What follows belongs to an exercise in optimizing a design on an open flow for small area; a production flow would make more cautious choices.
At most, simulation tests tie the RTL to the original design; equivalence was not proved.
Power is estimated from default activity; no workload was simulated.

Design srvmux, start of the top module:
module srvmux (
    input  wire        clk,
    input  wire        rst,           
    input  wire        tick,
    input  wire        cmd_valid,
    input  wire [47:0] cmd,
    output reg         resp_valid,
    output wire [39:0] resp,
    output wire        servo_out,
    output wire [3:0]  addr,
    output wire        step_out,
    output reg         ev_step_fire,
    output reg         ev_step_wrap,
    output reg         ev_div,
    output reg         ev_mux,
    output wire        ev_wdt
);
Size: roughly 1600 cells after synthesis, about 320 flip-flops, about 100 I/O pins, ~0.016 mm^2 of cells after synthesis.
export LEC_CHECK = 0
export CAP_MARGIN = 20
export CELL_PAD_IN_SITES_DETAIL_PLACEMENT = 0
export CELL_PAD_IN_SITES_GLOBAL_PLACEMENT = 1
export CORE_MARGIN = 2
export CORE_UTILIZATION = 50
export PLACE_DENSITY = 0.65
export SLEW_MARGIN = 20
create_clock -name core_clock -period 12.0 [get_ports {clk}]
standard.sh (not shown) runs the stock make flow with config.mk's settings and CLKGATE_MAP_FILE= SYNTH_SCRIPT=/design/flow/synth_recipe.tcl, a recipe that flattens the netlist after the stock synthesis.
==> flow/flow/run.sh <==
#!/bin/bash
# Own layout flow: the standard flow (standard.sh), with
#  - ABC's mapping script replaced by an area-oriented one (flow/area.abc);
#    registers, their names and their cells are those of the standard synthesis
#  - no fixed adder-cell mapping before ABC (ADDER_MAP_FILE empty)
#  - port buffers of the smallest buffer cell
#  - CTS without dummy loads
# Each tool writes its own log under orfs/logs; make's output goes to flow.log.
set -euo pipefail
here=$PWD
{
  echo 'proc abc {args} {'
  echo '  set i [lsearch -exact $args -script]'
  echo "  if {\$i >= 0} { set args [lreplace \$args \$i [expr {\$i+1}] -script $here/flow/area.abc] }"
  echo '  yosys abc {*}$args'
  echo '}'
  cat synth_recipe.tcl
} > my_synth.tcl
sed "s#SYNTH_SCRIPT=[^ ]*#SYNTH_SCRIPT=$here/my_synth.tcl#" standard.sh > my_standard.sh
export ADDER_MAP_FILE=
export BUFFER_PORTS_ARGS="-buffer_cell sky130_fd_sc_hd__buf_1"
export CTS_ARGS="-sink_clustering_enable -repair_clock_nets -dont_use_dummy_load -buf_list {sky130_fd_sc_hd__clkbuf_4} -sink_clustering_size 8 -sink_clustering_max_diameter 50"
bash my_standard.sh > flow.log 2>&1
==> flow/flow/area.abc <==
strash
ifraig
dc2
dch -f
amap
strash
dc2
dch -f
amap
strash
dc2
dch -f
amap
&get -n
&st
&dch -f
&nf -R 1000 -C 32
&put
==> next run, changes <==
--- a/flow/design.v
+++ b/flow/design.v
@@ -121,21 +121,20 @@
             dat = {31'd0, sel[1] ? f1s : (sel[0] ? f250ms : f10ms)};
         else if (op == 8'h06 && imm_z && sel[7:5] == 3'd0) dat = reg_value;
     end
     wire        imm_small = (imm[31:5] == 27'd0) && (imm[4:0] < 5'd17);
     wire [15:0] d_hi = imm[31:16];
     wire [15:0] d_lo = imm_small ? 16'd17 : imm[15:0];
     wire        rem_z = (rem == 32'd0);
     wire [15:0] base = rem_z ? tcnt : ocr_s;
-    wire        aop  = do_arm;
     wire        arm  = do_arm && !imm_z;
     wire        armz = do_arm && imm_z;
-    wire [15:0] v_hi = aop ? d_hi : rem[31:16];
-    wire [15:0] v_lo = aop ? d_lo : rem[15:0];
+    wire [15:0] v_hi = arm ? d_hi : rem[31:16];
+    wire [15:0] v_lo = arm ? d_lo : rem[15:0];
     wire        h0 = (v_hi == 16'd0);
     wire        h1 = (v_hi == 16'd1);
     wire        h2 = (v_hi == 16'd2);
     wire        lt = (v_lo < 16'd10000);
     reg         c_step_en, c_deferred, c_in_step, c_div_en;
     always @(*) begin
         c_step_en  = step_en;
         c_deferred = deferred;
@@ -157,26 +156,25 @@
                 c_step_en  = 1'b1;
                 c_deferred = 1'b0;
             end
         end
     end
     wire [15:0] t_tcnt = tcnt + 16'd1;
     wire        commit = c_deferred && !c_in_step;
     wire        t_en   = tick && (c_step_en || commit);
-    wire [15:0] dd     = t_tcnt - ocr_s;
-    wire        eq_o   = (dd == 16'd0);
-    wire        eq_b   = (dd == 16'd55536);      
-    wire        t_wrap = t_en && !h0 && (aop ? (!rem_z && ((h1 && lt) ? eq_b : eq_o)) : eq_o);
-    wire        x_lo   = t_wrap ? h1 : (aop && h0);
-    wire        x_k    = t_wrap ? (h2 && lt) : (aop && h1 && lt);
+    wire        eq_o   = (t_tcnt == ocr_s);
+    wire        eq_b   = ((tcnt + 16'd10001) == ocr_s);
+    wire        t_wrap = t_en && !h0 && (arm ? (!rem_z && ((h1 && lt) ? eq_b : eq_o)) : eq_o);
+    wire        x_lo   = t_wrap ? h1 : (arm && h0);
+    wire        x_k    = t_wrap ? (h2 && lt) : (arm && h1 && lt);
     wire [15:0] x      = x_lo ? v_lo : (x_k ? 16'd55536 : 16'd0);
-    wire [15:0] sum    = (aop ? base : ocr_s) + x;
-    wire        t_fire = t_en && h0 && (aop ? (!rem_z && dd == d_lo) : eq_o);
-    wire        add10k = t_wrap ? (lt && ((h1 && aop) || h2)) : (aop && h1 && lt);
+    wire [15:0] sum    = (arm ? base : ocr_s) + x;
+    wire        t_fire = t_en && h0 && (t_tcnt == sum);
+    wire        add10k = t_wrap ? (lt && ((h1 && arm) || h2)) : (arm && h1 && lt);
     wire [14:0] p10k   = v_lo[13:0] + 15'd10000;
     wire [15:0] c_ocr_s = (arm || t_wrap) ? sum : ocr_s;
     wire [31:0] c_rem;
     assign c_rem[31:16] = armz ? 16'd0 : (v_hi - {15'd0, t_wrap});
     assign c_rem[15:0]  = armz ? 16'd0 : (add10k ? {1'b0, p10k} : v_lo);
     wire        d_match = tick && c_div_en && (t_tcnt == {ocr_d, 3'd0});
     reg [15:0]  n_tcnt;
     reg [15:0]  n_ocr_s;
After rerunning: The changed run ran to the end with no violations. Routed wire length rises by 2.9%. Synthesized area falls by 1.2%. Critical path depth falls by 2. Sequential cell count stays the same. Worst setup slack gets better by 0.033 ns. First-iteration DRC count is about the same. Via count falls by 1.6%. Total power falls by 0.49%.
The RTL of the first run of this note was laid out without a check of its function.

---

Another version of the RTL of srvmux (not shown whole).
For scale: ~1900 cells after synthesis, ~340 flip-flops, ~100 I/O pins, about 0.016 sq mm of cells after synthesis.
export LEC_CHECK = 0
export CAP_MARGIN = 20
export CELL_PAD_IN_SITES_DETAIL_PLACEMENT = 0
export CELL_PAD_IN_SITES_GLOBAL_PLACEMENT = 0
export CORE_MARGIN = 2
export CORE_UTILIZATION = 62
export PLACE_DENSITY = 0.8
export SLEW_MARGIN = 20
create_clock -name core_clock -period 12.0 [get_ports {clk}]
==> flow/flow/run.sh <==
#!/bin/bash
# Own layout flow: the standard flow (standard.sh), with
#  - ABC's mapping script replaced by an area-oriented one (flow/area.abc);
#    registers, their names and their cells are those of the standard synthesis
#  - no fixed adder-cell mapping before ABC (ADDER_MAP_FILE empty)
#  - port buffers of the smallest buffer cell
#  - CTS without dummy loads
# Each tool writes its own log under orfs/logs; make's output goes to flow.log.
set -euo pipefail
here=$PWD
{
  echo 'proc abc {args} {'
  echo '  set i [lsearch -exact $args -script]'
  echo "  if {\$i >= 0} { set args [lreplace \$args \$i [expr {\$i+1}] -script $here/flow/area.abc] }"
  echo '  yosys abc {*}$args'
  echo '}'
  cat synth_recipe.tcl
} > my_synth.tcl
sed "s#SYNTH_SCRIPT=[^ ]*#SYNTH_SCRIPT=$here/my_synth.tcl#" standard.sh > my_standard.sh
export ADDER_MAP_FILE=
export BUFFER_PORTS_ARGS="-buffer_cell sky130_fd_sc_hd__buf_1"
export CTS_ARGS="-sink_clustering_enable -repair_clock_nets -dont_use_dummy_load -buf_list {sky130_fd_sc_hd__clkbuf_4} -sink_clustering_size 10 -sink_clustering_max_diameter 40"
bash my_standard.sh > flow.log 2>&1
Scripts as last shown in full above: flow/flow/area.abc
==> next run, changes <==
--- a/flow/design.v
+++ b/flow/design.v
@@ -13,17 +13,15 @@
     output reg         ev_step_wrap,
     output reg         ev_div,
     output reg         ev_mux,
     output wire        ev_wdt
 );
     localparam [10:0] PW_RESET_E = 11'd988;      
     localparam [11:0] SC_ZERO    = 12'd3584;     
-    reg [175:0] pw;
-    reg [3:0]   ph;
-    reg [10:0]  nxt;          
+    reg [175:0] pw;           
     reg [3:0]   idx;
     reg [10:0]  pulse;        
     reg [11:0]  sc;           
     reg [15:0]  tcnt;
     reg [15:0]  ocr_s;
     reg [31:0]  rem;
     reg         step_en;
@@ -76,21 +74,22 @@
             8'h06: st = !imm_z ? 2'd1 : ((sel <= 8'h1E) ? 2'd0 : 2'd2);
             8'h07: st = !(sel_z && imm_z) ? 2'd1 : (in_step ? 2'd0 : 2'd3);
             default: st = 2'd1;
         endcase
     end
     wire [3:0]  idx1     = idx + 4'd1;
     reg  [10:0] pw_sel;
-    wire [3:0]  rpos = sel[3:0] - ph;       
-    wire [15:0] rdec = 16'd1 << rpos;
+    reg  [10:0] pw_nx;
     integer k;
     always @(*) begin
         pw_sel = 11'd0;
+        pw_nx  = 11'd0;
         for (k = 0; k < 16; k = k + 1) begin
-            pw_sel = pw_sel | (pw[11*k +: 11] & {11{rdec[k]}});
+            pw_sel = pw_sel | (pw[11*k +: 11] & {11{sel[3:0] == k[3:0]}});
+            pw_nx  = pw_nx  | (pw[11*k +: 11] & {11{idx1 == k[3:0]}});
         end
     end
     wire [11:0] rd_m   = sel[4] ? ((sel[3:0] == 4'h3) ? sc : {1'b0, pulse}) : {1'b0, pw_sel};
     wire [11:0] rd_dec = {rd_m[11:9] + 3'd1, rd_m[8:0]} + {11'd0, (sel[4:0] == 5'h11)};
     reg [31:0] reg_value;
     always @(*) begin
         reg_value = 32'd0;
@@ -219,34 +218,21 @@
                     if (cnt_250ms == 2'd3) n_f1s = 1'b1;
                 end
             end
         end
     end
     wire        boundary = tick && (sc == {1'b0, pulse});
     wire [10:0] pw_imm   = {imm[10:9] - 2'd1, imm[8:0]};
-    wire [10:0] pw_next  = (do_setpw && sel[3:0] == idx1) ? pw_imm : nxt;
+    wire [10:0] pw_next  = (do_setpw && sel[3:0] == idx1) ? pw_imm : pw_nx;
     wire [10:0] pw_wd = rst ? PW_RESET_E : pw_imm;
-    wire        nx_wr = do_setpw && (sel[3:0] == idx1);
     integer i;
     always @(posedge clk) begin
         for (i = 0; i < 16; i = i + 1)
-            if (rst || (do_setpw && rdec[(i + 1) % 16]))
+            if (rst || (do_setpw && sel[3:0] == i[3:0]))
                 pw[11*i +: 11] <= pw_wd;
-            else
-                pw[11*i +: 11] <= pw[11*((i + 1) % 16) +: 11];
-        if (rst) begin
-            ph  <= 4'd0;
-            nxt <= PW_RESET_E;
-        end else begin
-            ph  <= ph + 4'd1;
-            if (nx_wr)
-                nxt <= pw_imm;
-            else if (ph == idx1)
-                nxt <= pw[10:0];
-        end
     end
     always @(posedge clk) begin
         if (rst) begin
             idx          <= 4'd0;
             pulse        <= PW_RESET_E;
             sc           <= SC_ZERO;
             tcnt         <= 16'd0;
=> Critical path depth goes up by 3. Sequential power climbs by about 10%. Via count goes down by 7.7%. Routed wire length increases by 2.6%. Final cell count shrinks by 15%.
Function not checked in the first run of this note: the RTL went through the layout flow alone.

[port drivers added, routing unchanged]
The flow's constraints put no driver on any port. The routed layouts listed below were extracted and timed again, unchanged, in two steps. Step 1 assumes that a clkbuf_16 drives the clock port and a buf_2 every other input. Step 2 times the ports against the registers' clock, not the clock port: input delays grow and output delays shrink by t, the midpoint of the rising clock arrivals with the driver on. Slacks: no drivers / after step 1 / after step 2; pairs: no drivers / after step 1.
run | t (ns) | slack for setup (ns) | slew at the worst register clock pin (ns) | worst slew at a driven data input, ns
the first run of note 1 | 0.756 | 0.862 / 0.862 / 0.215 | 0.11 / 0.11 | 0.04
the second run of note 1 | 0.820 | 0.895 / 0.920 / 0.100 | 0.11 / 0.11 | 0.08
the first run of note 2 | 0.729 | 0.491 / 0.512 / -0.217 | 0.11 / 0.11 | 0.06
the second run of note 2 | 0.738 | 0.796 / 0.817 / 0.078 | 0.11 / 0.11 | 0.04
Met with ideal ports but missed after step 2: setup timing in the first run of note 2. For the second run of note 1, which loses most, drivers alone change the setup slack by +0.025 ns; drivers and shift together by -0.795 ns.
